Source: an optimization exercise on an open RTL-to-GDS flow (aim: small area, a short achievable clock period and few clock cycles). Production flows keep margins and buffers that such runs may drop. Function was checked by simulation only, so behaviour that the tests miss may differ from the original. Power is estimated from default activity; no workload was simulated.

// alpide_decoder
module alpide_decoder (
    input  wire        clk,
    input  wire        rst,
    input  wire        in_valid,
    output wire        in_ready,
    input  wire [1:0]  in_kind,
    input  wire [7:0]  in_data,
    output wire        out_valid,
    input  wire        out_ready,
    output wire        out_is_result,
    output wire [3:0]  hit_chip,
    output wire [5:0]  hit_region,
    output wire [9:0]  hit_dcol,
    output wire [10:0] hit_addr,
    output wire [3:0]  hit_flag,
    output wire        hit_prev_stuck,
    output wire [9:0]  hit_row,
    output wire [10:0] hit_col,
    output wire [2:0]  res_code,
    output wire        res_corrupt,
    output wire [2:0]  res_cause,
    output wire [15:0] res_pc,
    output wire [7:0]  res_byte,
    output wire [1:0]  res_remain,
    output wire [3:0]  st_chip,
    output wire [5:0]  st_region,
    output wire [3:0]  st_flags,
    output wire        st_new_event,
    output wire [3:0]  st_word_kind
);
==> flow/config.mk <==
export PLATFORM = sky130hd
export DESIGN_NAME = alpide_decoder
export DESIGN_NICKNAME = alpide_decoder
export VERILOG_FILES = /design/flow/design.v
export SDC_FILE = /design/flow/constraint.sdc
export NUM_CORES = 4
export LEC_CHECK = 0
export CAP_MARGIN = 20
export CORE_MARGIN = 2
export CORE_UTILIZATION = 60
export CTS_BUF_LIST = sky130_fd_sc_hd__clkbuf_4 sky130_fd_sc_hd__clkbuf_8
export CTS_CLUSTER_DIAMETER = 100
export CTS_CLUSTER_SIZE = 40
export SLEW_MARGIN = 20
export TNS_END_PERCENT = 10
==> flow/constraint.sdc <==
create_clock -name core_clock -period 8.0 [get_ports {clk}]
set_input_delay 1.6000 -clock core_clock [delete_from_list [all_inputs] [get_ports {clk}]]
set_output_delay 1.6000 -clock core_clock [all_outputs]
set_load 0.01 [all_outputs]
standard.sh (not shown) runs the stock make flow with config.mk's settings and CLKGATE_MAP_FILE= SYNTH_SCRIPT=/design/flow/synth_recipe.tcl, a recipe that flattens the netlist after the stock synthesis.
==> flow/flow/run.sh <==
#!/bin/bash
# Standard ORFS layout (the standard.sh, unchanged synthesis), except that
# the port buffers that global placement inserts use the small buf_1 cell and
# the timing repair aims at a tighter setup margin.
set -euo pipefail
MARGIN=$(cat flow/margin.txt)
bash standard.sh "BUFFER_PORTS_ARGS=-buffer_cell sky130_fd_sc_hd__buf_1" "SETUP_SLACK_MARGIN=$MARGIN" finish > standard.log 2>&1
==> flow/flow/margin.txt <==
5.0
Testbench counts at the start, summed over its fixed seeds: cycles 102,851.
Rerun with:
CAP_MARGIN = 0   (was 20)
SLEW_MARGIN = 0   (was 20)
TNS_END_PERCENT = default   (was 10)
What happened: The changed run passed the timing, design-rule and antenna checks; utilization goes up by 0.89 points; die area is unchanged; synthesized cell count stays the same; via count stays flat; area after synthesis stays the same; cell area goes up by 1.3%; worst setup slack gains 0.12 ns; total power goes up by about 0.55%.
Rerun with:
CAP_MARGIN = 20   (was 0)
SLEW_MARGIN = 20   (was 0)
- synthesized area stays the same
- die area stays the same
- global-route usage does not change
Rerun with:
==> flow/flow/margin.txt (replaced) <==
5.1
The changed run finished clean.
Wire length went up slightly.
Synthesized cell count does not change.
Worst hold slack is better by 0.0085 ns.
Area after synthesis is unchanged.
Non-clock buffer count went up by 12.
Global-route usage went up by 0.20 points.
Final area went up by a few percent.
Core utilization went up by 2.1 points.
Via count went up slightly.
Clock skew went up by 0.0080 ns.

========
alpide_decoder, a different RTL version from the one above (not shown whole).
Size: ~570 cells after synthesis, ~100 flip-flops, roughly 130 I/O pins, ~0.0055 mm^2 of cells after synthesis.
clock: 8.0 ns
lec_check: 0
cap_margin: 20
core_margin: 2
core_utilization: 70
cts_buf_list: sky130_fd_sc_hd__clkbuf_4 sky130_fd_sc_hd__clkbuf_8
cts_cluster_diameter: 100
cts_cluster_size: 40
slew_margin: 20
==> flow/flow/margin.txt <==
5.0
Scripts as last shown in full above: flow/flow/run.sh
Testbench counts at the start, summed over its fixed seeds: cycles 102,851.
Change:
- CORE_UTILIZATION: 70 -> 60
- The new run passed the timing, design-rule and antenna checks
- global-route usage is lower by 5.4 points
- setup slack improved by 0.030 ns
- sequential share of layout area came out higher by 0.15 points
Change:
- ABC_AREA: default -> 1
- CORE_UTILIZATION: 60 -> 40
After rerunning: The new run ran to the end with no violations; design area went up by about 5.3%; total power fell by about 9%; clock-buffer cell count grows by 2; non-clock buffer count came out higher by 9; worst setup slack got worse by 0.012 ns; sequential share of layout area decreases by 2.2 points; synthesized cell count went up by about 20%; synthesized area climbs by about 3%; cell count is higher by 28%.
Change:
==> flow/flow/margin.txt (replaced) <==
5.6
- ABC_AREA: 1 -> default
=>
- setup slack gets better by 0.0050 ns
- synthesized cell count shrinks by 17%
- clock-buffer cell count went down by 2
- cell area is higher by 28%
- wire length climbs by 9.5%

========
alpide_decoder, a different RTL version from the one above (not shown whole).
For scale: ~100 flip-flops, roughly 130 I/O pins, ~5600 µm² of cells after synthesis.
// alpide_decoder
module alpide_decoder (
    input  wire        clk,
    input  wire        rst,
    input  wire        in_valid,
    output wire        in_ready,
    input  wire [1:0]  in_kind,
    input  wire [7:0]  in_data,
    output wire        out_valid,
    input  wire        out_ready,
    output wire        out_is_result,
    output wire [3:0]  hit_chip,
    output wire [5:0]  hit_region,
    output wire [9:0]  hit_dcol,
    output wire [10:0] hit_addr,
    output wire [3:0]  hit_flag,
    output wire        hit_prev_stuck,
    output wire [9:0]  hit_row,
    output wire [10:0] hit_col,
    output wire [2:0]  res_code,
    output wire        res_corrupt,
    output wire [2:0]  res_cause,
    output wire [15:0] res_pc,
    output wire [7:0]  res_byte,
    output wire [1:0]  res_remain,
    output wire [3:0]  st_chip,
    output wire [5:0]  st_region,
    output wire [3:0]  st_flags,
    output wire        st_new_event,
    output wire [3:0]  st_word_kind
);
clock: 8.0 ns
lec_check: 0
cap_margin: 20
core_margin: 2
core_utilization: 60
cts_buf_list: sky130_fd_sc_hd__clkbuf_4 sky130_fd_sc_hd__clkbuf_8
cts_cluster_diameter: 100
cts_cluster_size: 40
slew_margin: 20
==> flow/flow/margin.txt <==
5.15
Scripts as last shown in full above: flow/flow/run.sh
The first run ran to the end with no violations.
Testbench counts at the start, summed over its fixed seeds: cycles 102,851.
==> next run, changes <==
==> flow/flow/margin.txt (replaced) <==
5.0
After rerunning: Power drops by roughly a tenth. Non-clock buffer count drops by 12. Hold slack got worse by 0.0082 ns.

========
== run A ==
alpide_decoder with an RTL version that a note above also has.
Size: roughly 570 cells after synthesis, about 100 flip-flops, about 0.0055 mm² of cells after synthesis.
clock: 8.0 ns
lec_check: 0
cap_margin: 20
core_margin: 2
core_utilization: 40
cts_buf_list: sky130_fd_sc_hd__clkbuf_8 sky130_fd_sc_hd__clkbuf_16
cts_cluster_diameter: 200
cts_cluster_size: 80
slew_margin: 20
==> flow/flow/margin.txt <==
5.0
Scripts as last shown in full above: flow/flow/run.sh
Testbench counts of run A, summed over its fixed seeds: cycles 102,851.
Edits applied to the flow inputs when going from run A to run B:
==> flow/flow/margin.txt <==
4.8
--- a/flow/config.mk
+++ b/flow/config.mk
@@ -9,6 +9,6 @@
 export CORE_MARGIN = 2
 export CORE_UTILIZATION = 40
-export CTS_BUF_LIST = sky130_fd_sc_hd__clkbuf_8 sky130_fd_sc_hd__clkbuf_16
-export CTS_CLUSTER_DIAMETER = 200
-export CTS_CLUSTER_SIZE = 80
+export CTS_BUF_LIST = sky130_fd_sc_hd__clkbuf_4 sky130_fd_sc_hd__clkbuf_8
+export CTS_CLUSTER_DIAMETER = 100
+export CTS_CLUSTER_SIZE = 40
 export SLEW_MARGIN = 20
## What came out
Of run B and run A, the run reporting the higher sequential share of layout area was run B. Compared to run A, the router laid down less metal wire for run B. Between run B and run A, the final cycle utilization of the critical path is higher for run B. NOTE cell area run A->run B decreased by a few percent. Lower met3 layer wire length in the routed design among run B and run A: run A. Compared with run A, in run B part of the total power dissipated in sequential elements moved up, overall global routing resource usage moved down, worst relative slew slack moved down.
Modified inputs, run C compared to run B
==> flow/flow/run.sh <==
#!/bin/bash
# Standard ORFS layout (the standard.sh, unchanged synthesis), except that
# the port buffers that global placement inserts use the small buf_1 cell.
set -euo pipefail
export BUFFER_PORTS_ARGS="-buffer_cell sky130_fd_sc_hd__buf_1"
bash standard.sh > standard.log 2>&1
--- a/flow/config.mk
+++ b/flow/config.mk
@@ -12,3 +12,4 @@
 export CTS_CLUSTER_DIAMETER = 100
 export CTS_CLUSTER_SIZE = 40
+export SETUP_SLACK_MARGIN = 5
 export SLEW_MARGIN = 20
removed: flow/flow/margin.txt
- | share of final layout cell area taken by non-clock buffers | lower: run B |
- Run B ended up with r_code[1]$_DFFE_PN_ as its capture point of the worst path; run C ended up with in_rdy$_SDFF_PP1_.
- The met1 routed wirelength after detailed routing number comes out lower for run B vs run C.
- The run showing the smaller area after detailed placement is run B.
- Summary — utilization of the core after routing, run C relative to run B: higher, by 1.2 points.
- Met2 track demand over resource: run C > run B
- The run showing the greater cell count is run C.
- Comparing run C with run B, the combinational power share came out essentially unchanged.
- On run C: routed wire length is about 2.5% higher than what run B gave.
- Going from run B to run C, maximum ir drop on the vdd rail climbed about 8%, HPWL after detailed placement moved up, final clock period utilization by the worst path dropped 1.1 points.

[re-timing with driven ports]
Ports are ideal in the flow. The routed layouts listed here were re-timed in OpenROAD.
Step 1 assumes that a clkbuf_16 drives the clock port and a buf_2 every other input.
Step 2 adds t to the input delays and takes it off the output delays; t is the mean of the earliest and latest rising clock arrival at the registers after step 1. Input paths then give back, and output paths get back, about the clock's delay inside the block.
Three values: ideal, step 1, step 2; two values: the first two.
| run | t (ns) | setup WS [ns] | clock arrival spread, ns | worst register clock-pin slew, ns |
|---|---|---|---|---|
| the first run of note 1 | 0.397 | 4.985 / 4.952 / 4.625 | 0.011 / 0.011 | 0.10 / 0.10 |
| the second run of note 1 | 0.392 | 5.108 / 5.113 / 4.730 | 0.013 / 0.013 | 0.11 / 0.11 |
| the third run of note 1 | 0.392 | 5.108 / 5.113 / 4.730 | 0.013 / 0.013 | 0.11 / 0.11 |
| the fourth run of note 1 | 0.386 | 5.084 / 5.080 / 4.694 | 0.020 / 0.021 | 0.11 / 0.11 |
| the first run of note 2 | 0.399 | 5.049 / 5.053 / 4.662 | 0.015 / 0.015 | 0.10 / 0.10 |
| the second run of note 2 | 0.394 | 5.079 / 5.048 / 4.700 | 0.010 / 0.011 | 0.10 / 0.10 |
| the third run of note 2 | 0.414 | 5.067 / 5.031 / 4.728 | 0.018 / 0.018 | 0.10 / 0.10 |
| the fourth run of note 2 | 0.426 | 5.072 / 5.068 / 4.642 | 0.014 / 0.014 | 0.11 / 0.11 |
| the first run of note 3 | 0.397 | 5.103 / 5.070 / 4.744 | 0.010 / 0.011 | 0.10 / 0.10 |
| the second run of note 3 | 0.400 | 5.055 / 5.022 / 4.709 | 0.012 / 0.013 | 0.10 / 0.10 |
| run A | 0.386 | 4.955 / 4.972 / 4.586 | 0.008 / 0.008 | 0.07 / 0.07 |
| run B | 0.404 | 4.914 / 4.884 / 4.520 | 0.013 / 0.013 | 0.10 / 0.10 |
| run C | 0.410 | 5.000 / 5.010 / 4.600 | 0.013 / 0.013 | 0.11 / 0.11 |
After both steps setup and hold are still met in every run listed. The setup slack of the fourth run of note 2, which loses most, moves by -0.004 ns with the drivers and by -0.430 ns with both steps.
